What follows belongs to an exercise in optimizing a design on an open flow for small area; a production flow would make more cautious choices. RTL that was checked went through simulation tests only; none was proved equivalent to the original.

==> module osdp_frame_core, before the edit <==
module osdp_frame_core (
    input  wire        clk,
    input  wire        rst,             
    input  wire        rx_valid,
    input  wire [7:0]  rx_data,
    input  wire        rx_error,
    output wire        rx_ready,
    output wire        buf_we,
    output wire [10:0] buf_addr,
    output wire [7:0]  buf_wdata,
    output reg  [7:0]  addr,
    output reg  [15:0] len,
    output reg  [7:0]  ctrl,
    output reg  [7:0]  cmd,
    output reg  [15:0] trailer,
    output wire        crc_mode,
    output reg         valid,
    output wire        poll_ack,
    output wire        frame_ready,
    output wire [2:0]  status,
    output reg         mcause,
    output wire        frame_done,
    output wire        malformed,
    output wire        transport_fault
);
    localparam [7:0]  SOM     = 8'h53;
    localparam [15:0] CRC_SOM = 16'h8B66;
    reg [10:0] idx;        
    reg [7:0]  aux;        
    reg [15:0] crc;
    reg        fault;
    reg        held;       
    reg        bad_hdr;    
    reg        pulse;      
    assign frame_done      = pulse && held && !fault;
    assign malformed       = pulse && bad_hdr && !fault;
    assign transport_fault = pulse && fault;
    assign crc_mode    = ctrl[2];
    assign poll_ack    = !cmd[7] && cmd[6] && (cmd[4:0] == 5'd0);
    assign frame_ready = held;
    assign status      = fault   ? 3'd4 :
                         bad_hdr ? 3'd3 :
                         held    ? {1'b0, !valid, valid} : 3'd0;
    assign rx_ready = !fault;
    wire take  = !rst && !rx_error && rx_valid && !fault;
    wire hunt  = (idx == 11'd0);
    wire som   = (rx_data == SOM);
    assign buf_we    = take && (!hunt || som);
    assign buf_addr  = idx;
    assign buf_wdata = rx_data;
    wire hdr   = (idx[10:3] == 8'd0);
    wire pre5  = hdr && (idx[2:0] < 3'd5);       
    wire at5   = hdr && (idx[2:0] == 3'd5);
    wire [10:0] cy2;                   
    assign cy2[0] = 1'b0;
    assign cy2[1] = 1'b1;
    genvar g;
    generate
        for (g = 2; g < 11; g = g + 1) begin : g_cy
            assign cy2[g] = cy2[g-1] & idx[g-1];
        end
    endgenerate
    wire [10:0] idx1 = {idx[10:1] ^ (cy2[10:1] & {10{idx[0]}}), !idx[0]};
    wire [10:0] idx2 = {idx[10:1] ^ cy2[10:1], idx[0]};
    wire pen   = (idx2 == len[10:0]);            
    wire len_bad = (len[15:3] == 13'd0 && len[2:0] != 3'd7) ||
                   (len > 16'd1440);
    wire len7crc = (len == 16'd7) && ctrl[2];
    wire hdr_bad = len_bad || len7crc;
    wire fin   = take && pulse && !hunt;
    wire malf  = take && at5 && hdr_bad;
    wire [15:0] crc_upd;
    wire [7:0]  crc_x;
    osdp_crc16_byte u_crc (
        .crc_in  (crc),
        .data    (rx_data),
        .crc_out (crc_upd),
        .x       (crc_x)
    );
    wire aux_rx = hunt || (ctrl[2] && !pre5);
    wire [7:0] sum_a = aux & {8{!aux_rx}};
    wire [8:0] sum_c;
    wire [7:0] sum_next;
    assign sum_c[0] = 1'b0;
    genvar k;
    generate
        for (k = 0; k < 8; k = k + 1) begin : g_sum
            assign sum_next[k] = sum_a[k] ^ rx_data[k] ^ sum_c[k];
            assign sum_c[k+1]  = (sum_a[k] & rx_data[k]) | (sum_a[k] & sum_c[k]) |
                                 (rx_data[k] & sum_c[k]);
        end
    endgenerate
    wire crc_match = (crc_x == 8'h00) && (crc[7:0] == aux);
    wire sum_match = (sum_next == 8'h00);
    wire match     = ctrl[2] ? crc_match : sum_match;
    wire [7:0] rxm  = rx_data & {8{!rst}};
    wire       crc_keep = ctrl[2] && !rst;
    always @(posedge clk) begin
        if (rst || fin || malf)
            idx <= 11'd0;
        else if (buf_we)
            idx <= idx1;
        if (buf_we) begin
            aux <= sum_next;
            if (hunt || pre5 || !pen)
                crc <= hunt ? CRC_SOM : crc_upd;
        end
        if (rst || (take && hdr && idx[2:0] == 3'd1)) addr      <= rxm;
        if (rst || (take && hdr && idx[2:0] == 3'd2)) len[7:0]  <= rxm;
        if (rst || (take && hdr && idx[2:0] == 3'd3)) len[15:8] <= rxm;
        if (rst || (take && hdr && idx[2:0] == 3'd4)) ctrl      <= rxm;
        if (rst || (take && hdr && idx[2:0] == 3'd5)) cmd       <= rxm;
        if (rst || fin) begin
            trailer <= {rxm & {8{ctrl[2]}}, crc_keep ? aux : rxm};
            valid   <= match && !rst;
        end
        if (rst)
            mcause <= 1'b0;
        else if (malf)
            mcause <= !len_bad;
        if (rst)
            fault <= 1'b0;
        else if (rx_error)
            fault <= 1'b1;
        if (rst || (take && hunt && som))
            held <= 1'b0;
        else if (fin)
            held <= 1'b1;
        if (rst || (take && hunt && som))
            bad_hdr <= 1'b0;
        else if (malf)
            bad_hdr <= 1'b1;
        if (rst || fault || (hunt && !rx_error))
            pulse <= 1'b0;
        else if (rx_error)
            pulse <= 1'b1;
        else if (take)
            pulse <= pulse || (at5 && hdr_bad) || (!pre5 && pen);
    end
endmodule
export LEC_CHECK = 0
export CAP_MARGIN = 20
export CORE_AREA = 2 2 113.055 113.055
export DIE_AREA = 0 0 115.055 115.055
export SLEW_MARGIN = 20
create_clock -name core_clock -period 5.0 [get_ports {clk}]
standard.sh (not shown) runs the stock make flow with config.mk's settings and CLKGATE_MAP_FILE= SYNTH_SCRIPT=/design/flow/synth_recipe.tcl, a recipe that flattens the netlist after the stock synthesis.
==> flow/flow/run.sh <==
#!/bin/bash
# The standard ORFS layout (standard.sh, standard synthesis unchanged) with
# three layout settings passed through the environment:
#  * buffer_ports puts the smallest buffer (buf_1) on each input and output port;
#  * clock tree built from clkbuf_8 cells, without dummy loads;
#  * after global routing, non-critical cells are downsized (RECOVER_POWER).
# The whole make run's output is kept in standard_flow.log; ORFS keeps each
# step's log under orfs/logs/.
set -euo pipefail
export BUFFER_PORTS_ARGS="-buffer_cell sky130_fd_sc_hd__buf_1"
export CTS_ARGS="-sink_clustering_enable -repair_clock_nets -sink_clustering_size 25 -buf_list sky130_fd_sc_hd__clkbuf_8 -dont_use_dummy_load"
export RECOVER_POWER=100
bash standard.sh > standard_flow.log 2>&1
Rerun with:
--- a/flow/design.v
+++ b/flow/design.v
@@ -39,4 +39,5 @@
     reg [7:0]  aux;        
     reg [15:0] crc;
+    reg        last;       
     reg        fault;
     reg        held;       
@@ -78,5 +79,5 @@
     wire len7crc = (len == 16'd7) && ctrl[2];
     wire hdr_bad = len_bad || len7crc;
-    wire fin   = take && pulse && !hunt;
+    wire fin   = take && last;
     wire malf  = take && at5 && hdr_bad;
     wire [15:0] crc_upd;
@@ -116,4 +117,8 @@
                 crc <= hunt ? CRC_SOM : crc_upd;
         end
+        if (rst || fin)
+            last <= 1'b0;
+        else if (take && !hunt && !pre5)
+            last <= pen && !hdr_bad;
         if (rst || (take && hdr && idx[2:0] == 3'd1)) addr      <= rxm;
         if (rst || (take && hdr && idx[2:0] == 3'd2)) len[7:0]  <= rxm;
@@ -141,10 +146,5 @@
         else if (malf)
             bad_hdr <= 1'b1;
-        if (rst || fault || (hunt && !rx_error))
-            pulse <= 1'b0;
-        else if (rx_error)
-            pulse <= 1'b1;
-        else if (take)
-            pulse <= pulse || (at5 && hdr_bad) || (!pre5 && pen);
+        pulse <= !rst && (fin || malf || (rx_error && !fault));
     end
 endmodule
=>
- The new run finished clean
- area after synthesis is about the same
- first-iteration DRC count goes up by about 12%
- setup slack loses 0.15 ns
- sequential cell count came out higher by 1
- cell area barely changes
- non-clock buffer count increases by 1
- core utilization hardly moves
- final cell count went up by 2.0%
- synthesized cell count grows by about 3%
- hold slack gains 0.051 ns
Function not checked in the second run of this note: the RTL went through the layout flow alone.

[afterwards: timing with drivers on the ports]
The flow's constraints put no driver on any port. The routed layouts listed below were extracted and timed again, unchanged, in two steps.
Step 1 (the two cells are an assumption about what drives the block):
set clk [get_ports {clk}]
set_driving_cell -lib_cell sky130_fd_sc_hd__clkbuf_16 $clk
set_driving_cell -lib_cell sky130_fd_sc_hd__buf_2 [delete_from_list [all_inputs] $clk]
Step 2, shift: input delay + t, output delay - t, t = (earliest + latest rising clock arrival at the registers) / 2. This alone moves slack from input paths to output paths.
Slacks: ideal ports / drivers / drivers and shift; pairs: ideal ports / drivers.
run | shift t [ns] | setup WS [ns] | worst setup path at the end | latest minus earliest clock arrival (ns)
the first run | 0.392 | 0.404 / 0.404 / 0.334 | input to register | 0.039 / 0.039
the second run | 0.396 | 0.253 / 0.253 / 0.253 | register to register | 0.035 / 0.035
After both steps setup and hold are still met in every run listed. For the first run, which loses most, drivers alone change the setup slack by 0.000 ns; drivers and shift together by -0.070 ns.
